What follows belongs to an exercise in optimizing a design on an open flow for small area, a short achievable clock period and few clock cycles; a production flow would make more cautious choices.
Function was checked by simulation only, so behaviour that the tests miss may differ from the original.

==> v14 <==
## mtc
module mtc (
    input  wire        clk,
    input  wire        rst,           
    input  wire        host_req,
    input  wire        host_we,
    input  wire [9:0]  host_addr,     
    input  wire [31:0] host_wdata,
    output wire        host_ack,
    output wire [31:0] host_rdata,
    output wire        host_err,      
    input  wire        rx_valid,
    input  wire [31:0] rx_data,
    input  wire        rx_last,
    input  wire        rx_empty,      
    output wire        rx_ready,
    output wire        resume,
    output wire        tx_go,
    output wire [7:0]  tx_len,
    input  wire [5:0]  tx_addr,
    output wire [31:0] tx_data,
    input  wire        tx_done,
    input  wire        tx_ok
);
Settings: LEC_CHECK=0, CAP_MARGIN=20, CORE_MARGIN=2, CORE_UTILIZATION=55, CTS_CLUSTER_DIAMETER=80, CTS_CLUSTER_SIZE=24, PLACE_DENSITY=0.66, SETUP_SLACK_MARGIN=4.0, SLEW_MARGIN=20; clock period 10.0 ns.
run.sh (not shown) runs the stock make flow with config.mk's settings and CLKGATE_MAP_FILE= SYNTH_SCRIPT=/design/flow/synth_recipe.tcl, a recipe that flattens the netlist after the stock synthesis.
==> v29 (differences from v14) <==
--- a/flow/design.v
+++ b/flow/design.v
@@ -45,13 +45,10 @@
     reg         ds_nostart, ds_malf;
     reg  [31:0] ds_f;
     reg         in_batch, b_acc;
     reg  [6:0]  rx_j;                 
     reg         bph;                  
-    reg         rph;                  
-    reg  [5:0]  ra_q;
-    reg         ra_tx, ra_rx;
     reg  [31:0] rdq;
     reg         busy;                 
     reg         d_rd, dv;             
     reg  [5:0]  dj, didx;
     reg  [2:0]  wseq;                 
@@ -106,13 +103,13 @@
     always @* begin
         reg_rd  = 32'd0;
         slow_rd = 32'd0;
         for (k = 0; k < 21; k = k + 1)
             if (FAST[k]) reg_rd  = reg_rd  | ({32{rsel[k]}} & reg_words[k]);
-            else         slow_rd = slow_rd | ({32{ra_q[4:0] == k}} & reg_words[k]);
+            else         slow_rd = slow_rd | ({32{rsel[k]}} & reg_words[k]);
     end
-    wire [5:0] rx_rsel = busy ? dj : ra_q;
+    wire [5:0] rx_rsel = busy ? dj : host_addr[5:0];
     wire       hold    = busy || (wseq != 3'd0);    
     reg  [31:0] rx_rd;
     always @* begin
         rx_rd = 32'd0;
         for (k = 0; k < 64; k = k + 1)
@@ -124,12 +121,12 @@
         for (k = 0; k < 32; k = k + 1)
             tx_rd = tx_rd | ({32{tx_addr[4:0] == k}} & {tx_off[k], tx_on[k]});
         if (tx_addr[5]) tx_rd = {tx_off[32], tx_on[32]};
         tx_hrd = 32'd0;
         for (k = 0; k < 32; k = k + 1)
-            tx_hrd = tx_hrd | ({32{ra_q[4:0] == k}} & {tx_off[k], tx_on[k]});
-        if (ra_q[5]) tx_hrd = (ra_q[4:0] == 5'd0) ? {tx_off[32], tx_on[32]} : 32'd0;
+            tx_hrd = tx_hrd | ({32{host_addr[4:0] == k}} & {tx_off[k], tx_on[k]});
+        if (host_addr[5]) tx_hrd = (host_addr[4:0] == 5'd0) ? {tx_off[32], tx_on[32]} : 32'd0;
     end
     assign tx_data = tx_rd;
     reg  [3:0]  q_cw;
     always @* begin
         if (host_wdata[15:8] > 8'd100)      q_cw = 4'd0;
@@ -315,11 +312,11 @@
             cooldown <= 32'd1500; cap <= 7'd64;
             self_pid <= 7'd0; self_tid <= 2'd0;
             ge_cool <= 1'b0;
             ds_nostart <= 1'b0; ds_malf <= 1'b0; ds_f <= 32'd0;
             in_batch <= 1'b0; b_acc <= 1'b0; rx_j <= 7'd0;
-            bph <= 1'b0; rdq <= 32'd0; rph <= 1'b0; ra_q <= 6'd0; ra_tx <= 1'b0; ra_rx <= 1'b0;
+            bph <= 1'b0; rdq <= 32'd0;
             enc_ph <= 1'b0; enc2 <= 1'b0;
             busy <= 1'b0; d_rd <= 1'b0; dv <= 1'b0; dj <= 6'd0; didx <= 6'd0;
             wseq <= 3'd0; wacc <= 1'b0; wm_ok <= 1'b0; timing_ok <= 1'b1;
         end else begin
             if (tx_done && tx_busy) begin
@@ -332,20 +329,13 @@
                 enc2   <= enc_go;
             end
             if (busy) begin
                 bph <= 1'b0;
                 rdq <= d_rd ? rx_rd : 32'd0;
-            end else if (rph) begin
-                rph <= 1'b0;
-                bph <= 1'b1;
-                rdq <= ra_tx ? tx_hrd : ra_rx ? rx_rd : slow_rd;
             end else if (host_req && !hold && !host_we && (a_buf || a_slow) && !bph) begin
-                rph   <= 1'b1;
-                ra_q  <= host_addr[5:0];
-                ra_tx <= a_tx;
-                ra_rx <= a_rx;
-                rdq   <= 32'd0;
+                bph <= 1'b1;
+                rdq <= a_tx ? tx_hrd : a_rx ? rx_rd : slow_rd;
             end else begin
                 bph <= 1'b0;
                 rdq <= 32'd0;
             end
             if (cls_en) begin
Settings changed: CORE_UTILIZATION 55 to 50, PLACE_DENSITY 0.66 to 0.6, SETUP_SLACK_MARGIN 4.0 to 3.8.
==> v39 (differences from v14) <==
--- a/flow/design.v
+++ b/flow/design.v
@@ -45,13 +45,10 @@
     reg         ds_nostart, ds_malf;
     reg  [31:0] ds_f;
     reg         in_batch, b_acc;
     reg  [6:0]  rx_j;                 
     reg         bph;                  
-    reg         rph;                  
-    reg  [5:0]  ra_q;
-    reg         ra_tx, ra_rx;
     reg  [31:0] rdq;
     reg         busy;                 
     reg         d_rd, dv;             
     reg  [5:0]  dj, didx;
     reg  [2:0]  wseq;                 
@@ -106,13 +103,13 @@
     always @* begin
         reg_rd  = 32'd0;
         slow_rd = 32'd0;
         for (k = 0; k < 21; k = k + 1)
             if (FAST[k]) reg_rd  = reg_rd  | ({32{rsel[k]}} & reg_words[k]);
-            else         slow_rd = slow_rd | ({32{ra_q[4:0] == k}} & reg_words[k]);
+            else         slow_rd = slow_rd | ({32{rsel[k]}} & reg_words[k]);
     end
-    wire [5:0] rx_rsel = busy ? dj : ra_q;
+    wire [5:0] rx_rsel = busy ? dj : host_addr[5:0];
     wire       hold    = busy || (wseq != 3'd0);    
     reg  [31:0] rx_rd;
     always @* begin
         rx_rd = 32'd0;
         for (k = 0; k < 64; k = k + 1)
@@ -124,12 +121,12 @@
         for (k = 0; k < 32; k = k + 1)
             tx_rd = tx_rd | ({32{tx_addr[4:0] == k}} & {tx_off[k], tx_on[k]});
         if (tx_addr[5]) tx_rd = {tx_off[32], tx_on[32]};
         tx_hrd = 32'd0;
         for (k = 0; k < 32; k = k + 1)
-            tx_hrd = tx_hrd | ({32{ra_q[4:0] == k}} & {tx_off[k], tx_on[k]});
-        if (ra_q[5]) tx_hrd = (ra_q[4:0] == 5'd0) ? {tx_off[32], tx_on[32]} : 32'd0;
+            tx_hrd = tx_hrd | ({32{host_addr[4:0] == k}} & {tx_off[k], tx_on[k]});
+        if (host_addr[5]) tx_hrd = (host_addr[4:0] == 5'd0) ? {tx_off[32], tx_on[32]} : 32'd0;
     end
     assign tx_data = tx_rd;
     reg  [3:0]  q_cw;
     always @* begin
         if (host_wdata[15:8] > 8'd100)      q_cw = 4'd0;
@@ -315,11 +312,11 @@
             cooldown <= 32'd1500; cap <= 7'd64;
             self_pid <= 7'd0; self_tid <= 2'd0;
             ge_cool <= 1'b0;
             ds_nostart <= 1'b0; ds_malf <= 1'b0; ds_f <= 32'd0;
             in_batch <= 1'b0; b_acc <= 1'b0; rx_j <= 7'd0;
-            bph <= 1'b0; rdq <= 32'd0; rph <= 1'b0; ra_q <= 6'd0; ra_tx <= 1'b0; ra_rx <= 1'b0;
+            bph <= 1'b0; rdq <= 32'd0;
             enc_ph <= 1'b0; enc2 <= 1'b0;
             busy <= 1'b0; d_rd <= 1'b0; dv <= 1'b0; dj <= 6'd0; didx <= 6'd0;
             wseq <= 3'd0; wacc <= 1'b0; wm_ok <= 1'b0; timing_ok <= 1'b1;
         end else begin
             if (tx_done && tx_busy) begin
@@ -332,20 +329,13 @@
                 enc2   <= enc_go;
             end
             if (busy) begin
                 bph <= 1'b0;
                 rdq <= d_rd ? rx_rd : 32'd0;
-            end else if (rph) begin
-                rph <= 1'b0;
-                bph <= 1'b1;
-                rdq <= ra_tx ? tx_hrd : ra_rx ? rx_rd : slow_rd;
             end else if (host_req && !hold && !host_we && (a_buf || a_slow) && !bph) begin
-                rph   <= 1'b1;
-                ra_q  <= host_addr[5:0];
-                ra_tx <= a_tx;
-                ra_rx <= a_rx;
-                rdq   <= 32'd0;
+                bph <= 1'b1;
+                rdq <= a_tx ? tx_hrd : a_rx ? rx_rd : slow_rd;
             end else begin
                 bph <= 1'b0;
                 rdq <= 32'd0;
             end
             if (cls_en) begin
Settings changed: CORE_UTILIZATION 55 to 60, PLACE_DENSITY 0.66 to 0.72, SETUP_SLACK_MARGIN 4.0 to 4.4.
==> comparison <==
- v39 died in 5_1_grt. v14 went through all stages and came out clean. v29 finished clean.
- Register-to-register slack: v14 is worse than v29 (350 ps).
- In v29 the via count is smaller than in v14, by about 4.4%.
- In v29 the cell area is smaller than in v14, by about 0.7%.
- In v29 the count of clock-buffer cells in the layout is higher than in v14, by 9.
- Between v14 and v29, the lower die area is in v14 (gap about 8%, measured against v29).
- In area after synthesis, v39 and v29 do not differ.
- In cell count, v14 and v29 hardly differ.
Testbench counts of v14, summed over its fixed seeds: cycles 36,508.
Testbench counts of v29, summed over its fixed seeds: cycles 36,508.
Testbench counts of v39, summed over its fixed seeds: cycles 36,508.

## afterwards: timing with drivers on the ports
How much do the figures lean on ideal ports? The routed layouts below were timed once more, with nothing changed but the port constraints. Step 1 assumes that a clkbuf_16 drives the clock port and a buf_2 every other input. Step 2 moves the port delays by t, midway between the first and last clock arrival at a register: inputs arrive t later, outputs are due t later. That takes back most of the time a late clock gives input paths. Slacks: ideal ports / drivers / drivers and shift; pairs: ideal ports / drivers.
run	t (ns)	setup WS [ns]	worst data-port slew with drivers (ns)
v14	1.098	3.700 / 3.601 / 3.000	0.24
v29	1.086	3.578 / 3.519 / 2.569	0.12
After both steps every run listed still meets setup and hold. The setup slack of v29, which loses most, moves by -0.059 ns with the drivers and by -1.009 ns with both steps.
